What follows belongs to an exercise in optimizing a design on an open flow for small area, a short achievable clock period and few clock cycles; a production flow would make more cautious choices. Only simulation tests tie the RTL to the original design; equivalence was not proved.

== main ==
## rvf_curve_builder
module rvf_curve_builder (
    input  wire        clk,
    input  wire        rst,
    input  wire        start,
    input  wire [6:0]  bw,           
    input  wire [6:0]  bh,           
    output wire        idle,
    output reg         wr_valid,
    output reg  [11:0] wr_addr,      
    output reg  [11:0] wr_data,      
    output reg         done
);
    reg        idle_r;
    reg        su;               
    reg        run;              
    reg        f1, f2;           
    reg [5:0]  w1;               
    reg        k0;               
    reg [5:0]  ox, oy;           
    reg [5:0]  xh;               
    reg [5:0]  yh;               
    reg [11:0] t;                
    reg        vd;               
    reg [5:0]  xd, yd;           
    reg [5:0]  ty;               
    reg [11:0] rb;               
    reg        ev;               
    reg [5:0]  xa;               
    assign idle = idle_r;
    wire [5:0] h1 = yh;
    wire [5:0] v = w1 | h1;
    wire [5:0] th;               
    genvar gj;
    generate for (gj = 0; gj < 6; gj = gj + 1) begin : g_th
        assign th[gj] = |v[5:gj];
    end endgenerate
    wire [5:0] dw = th & ~w1;    
    wire [5:0] dh = th & ~h1;
    wire [5:0] ox_w = {1'b0, dw[5:1]};
    wire [5:0] oy_w = {1'b0, dh[5:1]};
    wire [6:0] cw = {1'b0, dw} + 7'd1;
    wire [6:0] ch = {1'b0, dh} + 7'd1;
    wire [5:0] xh_w = th & ~cw[6:1];
    wire [5:0] yh_w = th & ~ch[6:1];
    wire [5:0] d1, d0, sw, cp;
    wire [5:0] x, y;
    generate for (gj = 0; gj < 6; gj = gj + 1) begin : g_pos
        assign d1[gj] = t[2*gj+1];
        assign d0[gj] = t[2*gj];
        if (gj == 5) begin : g_top
            assign sw[gj] = k0;
            assign cp[gj] = 1'b0;
        end else begin : g_low
            assign sw[gj] = k0 ^ ((5 - gj) % 2 == 1) ^ (^d1[5:gj+1]) ^ (^d0[5:gj+1]);
            assign cp[gj] = ^(d1[5:gj+1] & d0[5:gj+1]);
        end
        assign x[gj] = d1[gj] ^ cp[gj] ^ (d0[gj] & sw[gj]);
        assign y[gj] = d1[gj] ^ cp[gj] ^ (d0[gj] & ~sw[gj]);
    end endgenerate
  ...
clock: 10.0 ns
lec_check: 0
abc_area: 1
cap_margin: 20
core_margin: 2
core_utilization: 40
place_density: 0.6
slew_margin: 20
standard.sh (not shown) runs the stock make flow with config.mk's settings and CLKGATE_MAP_FILE= SYNTH_SCRIPT=/design/flow/synth_recipe.tcl, a recipe that flattens the netlist after the stock synthesis.
==> flow/flow/run.sh <==
#!/bin/bash
# The standard layout (standard.sh), with four changes to how it is made:
# - synthesis is synth_recipe.tcl's (synth -nofsm -noshare, flatten, rename)
#   except that its ABC call maps with flow/abc.script, a delay-targeted
#   mapping (1600 ps, two rounds) with area recovery, and Yosys does not extract full and
#   half adders before ABC; registers are mapped as before;
# - timing repair aims at a setup margin of 7.0 ns;
# - the port buffers are sky130_fd_sc_hd__buf_2 cells;
# - clock tree synthesis adds no dummy loads.
# make's full output goes to standard_flow.log, each tool's own log to
# orfs/logs/.
set -euo pipefail
here=$(pwd)
export MY_ABC_SCRIPT=$here/flow/abc.script
bash standard.sh SYNTH_SCRIPT=$here/flow/synth.tcl SETUP_SLACK_MARGIN=7.0 \
  'BUFFER_PORTS_ARGS=-buffer_cell sky130_fd_sc_hd__buf_2' \
  'CTS_ARGS=-sink_clustering_enable -repair_clock_nets -dont_use_dummy_load -buf_list sky130_fd_sc_hd__clkbuf_8' \
  finish > standard_flow.log 2>&1
==> flow/flow/abc.script <==
strash
dc2
dch
map -D 1600
strash
dc2
dch
map -D 1600
topo
stime -c
buffer -c
upsize -c -D 1600
dnsize -c -D 1600
==> flow/flow/synth.tcl <==
proc synth {args} { yosys synth -nofsm -noshare {*}$args }
proc abc {args} {
  set i [lsearch -exact $args -script]
  if { $i >= 0 } {
    set args [lreplace $args $i [expr {$i + 1}] -script $::env(MY_ABC_SCRIPT)]
  }
  puts "abc wrapper: $args"
  yosys abc {*}$args
}
proc extract_fa {args} { puts "extract_fa skipped" }
source $::env(SCRIPTS_DIR)/synth.tcl
# left out here: clear keep_hierarchy, flatten, clean up, hide names made inside functions, write 1_2_yosys.v
No stage failed in main, and the final checks on the layout all came back clean.
Testbench counts of main, summed over its fixed seeds: cycles 157,109.
--- input diff main..the feature branch ---
-- flow/flow/run.sh --
<<< main, line 3
# - synthesis is synth_recipe.tcl's (synth -nofsm -noshare, flatten, rename)
#   except that its ABC call maps with flow/abc.script, a delay-targeted
#   mapping (1600 ps, two rounds) with area recovery, and Yosys does not extract full and
#   half adders before ABC; registers are mapped as before;
# - timing repair aims at a setup margin of 7.0 ns;
>>> the feature branch, line 3
# - synthesis is synth_recipe.tcl's (synth -nofsm -noshare, flatten, rename)
#   except that its ABC call maps with flow/abc.script, a delay-targeted
#   mapping (1700 ps) with area recovery, and Yosys does not extract full and
#   half adders before ABC; registers are mapped as before;
# - timing repair aims at a setup margin of 7.0 ns;
==> flow/flow/abc.script <==
strash
dch
map -D 1700
topo
stime -c
buffer -c
upsize -c -D 1700
dnsize -c -D 1700
==> comparison <==
On critical path depth, the lower figure sits with main, not the feature branch. Going from main to the feature branch, multi-input gate count grew by a few percent. Fraction of the cycle the final worst path needs: main vs the feature branch — no meaningful difference. main → the feature branch: number of instances resized during post-cts repair shows an increase of 4; routed wire length shows an increase of 960 um. Delta (the feature branch minus main): area of placed instances moved up; count of buffers not belonging to the clock network in the layout grew by 9. Total standard cell area after synthesis, main and the feature branch: higher on the feature branch. On fraction of layout instances using a drive strength above 1, the feature branch tracks main almost exactly.

what the ideal ports hide:
Ports are ideal in the flow. The routed layouts listed here were re-timed in OpenROAD. Step 1 assumes that a clkbuf_16 drives the clock port and a buf_2 every other input. Step 2 also shifts input and output timing later by t, the mid clock arrival at the registers, as if the neighbouring blocks saw the same clock. a / b / c = ideal ports / drivers / drivers and shift; a / b = the first two.
run | shift t [ns] | slack for setup (ns) | hold slack, ns | slew at the worst register clock pin (ns) | pins driven straight from the clock port
main | 0.415 | 7.051 / 7.011 / 6.708 | 0.423 / 0.423 / 0.423 | 0.11 / 0.11 | 1
the feature branch | 0.409 | 7.045 / 7.007 / 6.839 | 0.410 / 0.410 / 0.410 | 0.10 / 0.10 | 1
After both steps every run listed still meets setup and hold. For main, which loses most, drivers alone change the setup slack by -0.040 ns; drivers and shift together by -0.343 ns.
